Source: an optimization exercise on an open RTL-to-GDS flow (aim: small area and few clock cycles). Production flows keep margins and buffers that such runs may drop. Function was checked by simulation only, so behaviour that the tests miss may differ from the original. The clock port is modelled as an ideal driver, which makes a skipped or thinned clock tree look cheaper than it is; a real chip needs a root buffer or a tree.

==> module fc_decoder, before the edit <==
module fc_decoder (
    input  wire        clk,
    input  wire        rst,
    input  wire        mode,           
    input  wire        rx_valid,
    input  wire [7:0]  rx_data,
    input  wire        rx_last,
    output wire        pl_valid,
    output wire [7:0]  pl_data,
    output reg         done,
    output reg  [2:0]  status,
    output wire [15:0] type_out,
    output wire [15:0] len_out,
    output wire        mode_flip       
);
    localparam [2:0] ST_OK       = 3'd0,
                     ST_NOFRAME  = 3'd1,
                     ST_DANGLING = 3'd2,
                     ST_HDRSHORT = 3'd3,
                     ST_LENSHORT = 3'd4,
                     ST_CHECKSUM = 3'd5;
    localparam [1:0] P_HUNT  = 2'd0,    
                     P_IN    = 2'd1,    
                     P_AFTER = 2'd2;    
    localparam [2:0] Q_PAY  = 3'd4,     
                     Q_CS1  = 3'd5,     
                     Q_FULL = 3'd6;     
    reg [1:0]  phase;
    reg        first;          
    reg [1:0]  tcode;          
    reg        esc_pending;
    reg [2:0]  pos;
    reg [15:0] cnt;            
    reg [15:0] f_type;
    reg [15:0] f_len;
    reg [15:0] crc;
    reg [15:0] sum;
    reg        c0;             
    reg        c8;             
    reg        bad;            
    wire [1:0] ph          = first ? P_HUNT : phase;
    wire       is_flag     = (rx_data == 8'h7E);
    wire       u_valid     = rx_valid && (ph == P_IN) && !is_flag &&
                             (esc_pending || rx_data != 8'h7D);
    wire [7:0] u_data      = {rx_data[7:6], rx_data[5] ^ esc_pending, rx_data[4:0]};
    wire       take        = u_valid && (pos != Q_FULL);
    wire       hdr         = !pos[2];
    wire       cnt_zero    = (cnt == 16'd0);
    wire       in_pl       = (pos == Q_PAY) && !cnt_zero;
    wire       cs0         = (pos == Q_PAY) && cnt_zero;
    wire       cs1         = (pos == Q_CS1);
    wire [1:0] rcode = (rx_data[7:2] == 6'b100000) ? rx_data[1:0] : 2'd3;
    assign pl_valid = take && in_pl;
    assign pl_data  = u_data;
    wire [15:0] crc_nx;
    fc_crc_byte u_crc (.crc_in(crc), .d(u_data), .crc_out(crc_nx));
    wire        lo   = hdr ? pos[0] : (f_len[0] ^ cnt[0]);
    wire        w_lo = cs1 || (lo && !cs0);
    wire [7:0]  w_l  = u_data & {8{w_lo}};
    wire [7:0]  w_h  = u_data & {8{!w_lo}};
    wire [15:0] sum_nx;
    wire        c0_nx, c8_nx;
    fc_ripple #(8) u_add_l (.a(sum[7:0]),  .b(w_l), .ci(c0), .s(sum_nx[7:0]),  .co(c8_nx));
    fc_ripple #(8) u_add_h (.a(sum[15:8]), .b(w_h), .ci(c8), .s(sum_nx[15:8]), .co(c0_nx));
    wire byte_ff = (u_data == 8'hFF);
    wire closed = (phase == P_AFTER);
    wire full   = (pos == Q_FULL);
    wire crc_ok = (crc == 16'd0);
    wire frm_ok = (sum[15:9] == 7'h7F) && (sum[8] ^ c8) &&
                  (sum[7:1] == 7'h7F) && (sum[0] ^ c0) && !bad;
    wire cs_any = crc_ok || frm_ok;
    always @(*) begin
        if (!closed)                status = (tcode == 2'd3) ? ST_NOFRAME : ST_OK;
        else if (esc_pending)       status = ST_DANGLING;
        else if (hdr)               status = ST_HDRSHORT;
        else if (!full)             status = ST_LENSHORT;
        else if (cs_any)            status = ST_OK;
        else                        status = ST_CHECKSUM;
    end
    assign mode_flip = done && closed && !esc_pending && full &&
                       cs_any && (mode ? !frm_ok : !crc_ok);
    assign type_out = closed ? f_type : {8'h00, 6'b100000, tcode};
    assign len_out  = closed ? f_len : 16'h0000;
    always @(posedge clk) begin
        if (rst) begin
            first <= 1'b1;
            done  <= 1'b0;
        end else begin
            done <= rx_valid && rx_last;
            if (rx_valid)
                first <= rx_last;
        end
    end
    always @(posedge clk) begin
        if (rx_valid) begin
            if (first)
                tcode <= rcode;
            case (ph)
                P_HUNT: begin
                    phase <= is_flag ? P_IN : P_HUNT;
                    if (is_flag) esc_pending <= 1'b0;
                end
                P_IN: if (is_flag) begin
                    phase <= P_AFTER;
                end else begin
                    phase <= P_IN;
                    if (esc_pending)
                        esc_pending <= 1'b0;
                    else if (rx_data == 8'h7D)
                        esc_pending <= 1'b1;
                end
                default: phase <= P_AFTER;
            endcase
        end
        if (rx_valid && ph == P_HUNT && is_flag) begin
            pos <= 3'd0;
            crc <= 16'h0000;
            sum <= 16'h0000;
            c0  <= 1'b0;
            c8  <= 1'b0;
        end else if (take) begin
            crc <= crc_nx;
            sum <= sum_nx;
            c0  <= c0_nx;
            c8  <= c8_nx;
            if (!in_pl)
                pos <= pos + 3'd1;
        end
        if (take) begin
            case (pos)
                3'd0: f_type[15:8] <= u_data;
                3'd1: f_type[7:0]  <= u_data;
                3'd2: begin f_len[15:8] <= u_data; cnt[15:8] <= u_data; end
                3'd3: begin f_len[7:0]  <= u_data; cnt[7:0]  <= u_data; end
                default: ;
            endcase
            if (in_pl)
                cnt <= cnt - 16'd1;
            if (cs0)
                bad <= byte_ff && (sum != 16'h0000 || c0 || c8);
            if (cs1)
                bad <= bad && byte_ff;
        end
    end
endmodule
==> flow/config.mk <==
export PLATFORM = sky130hd
export DESIGN_NAME = frame_codec
export DESIGN_NICKNAME = frame_codec
export VERILOG_FILES = /design/flow/design.v
export SDC_FILE = /design/flow/constraint.sdc
export NUM_CORES = 4
export LEC_CHECK = 0
export CAP_MARGIN = 0
export CORE_MARGIN = 2
export CORE_UTILIZATION = 40
export GPL_TIMING_DRIVEN = 0
export PLACE_DENSITY = 0.6
export SLEW_MARGIN = 0
==> flow/constraint.sdc <==
create_clock -name core_clock -period 7.0 [get_ports {clk}]
set_input_delay 1.4000 -clock core_clock [delete_from_list [all_inputs] [get_ports {clk}]]
set_output_delay 1.4000 -clock core_clock [all_outputs]
set_load 0.01 [all_outputs]
standard.sh (not shown) runs the stock make flow with config.mk's settings and CLKGATE_MAP_FILE= SYNTH_SCRIPT=/design/flow/synth_recipe.tcl, a recipe that flattens the netlist after the stock synthesis.
==> flow/flow/run.sh <==
#!/bin/bash
# Layout flow: the standard flow (standard.sh) with
#  - synthesis mapped by several area-oriented ABC scripts, keeping the
#    smallest netlist (flow/my_synth.tcl, flow/s*.script),
#  - port buffers of the smallest buffer cell, repair aiming at the
#    library limits themselves (CAP_MARGIN, SLEW_MARGIN 0 in config.mk),
#  - a clock tree made by hand (flow/manual_cts.tcl, sourced before ORFS's
#    CTS step, replaces clock_tree_synthesis): 6 clkbuf_16 leaf buffers,
#    each for a sixth of the registers, fed by one clkbuf_8.
# Each tool's output goes to a log file in this folder (ORFS's own logs
# stay under orfs/logs).
set -e
W=$(pwd)
sed "s#SYNTH_SCRIPT=[^ ]*#SYNTH_SCRIPT=$W/flow/my_synth.tcl#" standard.sh > my_standard.sh
export MY_ABC_SCRIPTS="$(ls $W/flow/s*.script | tr '\n' ' ')"
export BUFFER_PORTS_ARGS="-buffer_cell sky130_fd_sc_hd__buf_1"
export PRE_CTS_TCL=$W/flow/manual_cts.tcl
export CTS_GROUPS=6
export CTS_CELL=sky130_fd_sc_hd__clkbuf_16
export CTS_ROOT=sky130_fd_sc_hd__clkbuf_8
bash my_standard.sh > standard.log 2>&1
Other scripts of this flow, unchanged in this note and not shown: flow/flow/manual_cts.tcl, flow/flow/my_synth.tcl, flow/flow/s01.script, flow/flow/s02.script, flow/flow/s03.script, flow/flow/s04.script, flow/flow/s05.script, flow/flow/s06.script, flow/flow/s07.script, flow/flow/s08.script, flow/flow/s09.script, flow/flow/s10.script, flow/flow/s11.script, flow/flow/s12.script, flow/flow/s13.script, flow/flow/s14.script, flow/flow/s15.script, flow/flow/s16.script, flow/flow/s17.script, flow/flow/s18.script
Testbench counts at the start, summed over its fixed seeds: cycles 22,351.
Change:
--- a/flow/design.v
+++ b/flow/design.v
@@ -288,17 +288,14 @@
             c8  <= c8_nx;
             if (!in_pl)
                 pos <= pos + 3'd1;
         end
         if (take) begin
-            case (pos)
-                3'd0: f_type[15:8] <= u_data;
-                3'd1: f_type[7:0]  <= u_data;
-                3'd2: begin f_len[15:8] <= u_data; cnt[15:8] <= u_data; end
-                3'd3: begin f_len[7:0]  <= u_data; cnt[7:0]  <= u_data; end
-                default: ;
-            endcase
+            if (hdr)
+                {f_type, f_len} <= {f_type[7:0], f_len, u_data};
+            if (pos[2:1] == 2'b01)
+                cnt <= {cnt[7:0], u_data};
             if (in_pl)
                 cnt <= cnt - 16'd1;
             if (cs0)
                 bad <= byte_ff && (sum != 16'h0000 || c0 || c8);
             if (cs1)
Result: Wire length came out lower by 0.91%; global-route usage hardly moves; final area barely changes; first-iteration DRC count went down by 11%; fmax rose by 1.4%; die area stays flat; sequential share of layout area hardly moves; via count went down by 1.2%; worst hold slack gets worse by 0.046 ns.
Testbench counts after the change, summed over its fixed seeds: cycles 22,351.
No run of this note takes its clock network from TritonCTS; it comes from the design's own scripts or RTL.

[port drivers added, routing unchanged]
The flow's constraints put no driver on any port. The routed layouts listed below were extracted and timed again, unchanged, in two steps. Step 1, drivers: a clkbuf_16 drives clk and a buf_2 each remaining input, both assumed. Step 2 times the ports against the registers' clock, not the clock port: input delays grow and output delays shrink by t, the midpoint of the rising clock arrivals with the driver on. Slacks: ideal / step 1 / step 2; pairs: ideal / step 1.
run	t, ns	setup WS [ns]	hold WS [ns]
the first run	0.449	0.506 / 0.468 / 0.854	0.490 / 0.490 / 0.490
the second run	0.447	0.598 / 0.557 / 1.004	0.444 / 0.444 / 0.444
After both steps setup and hold are still met in every run listed.
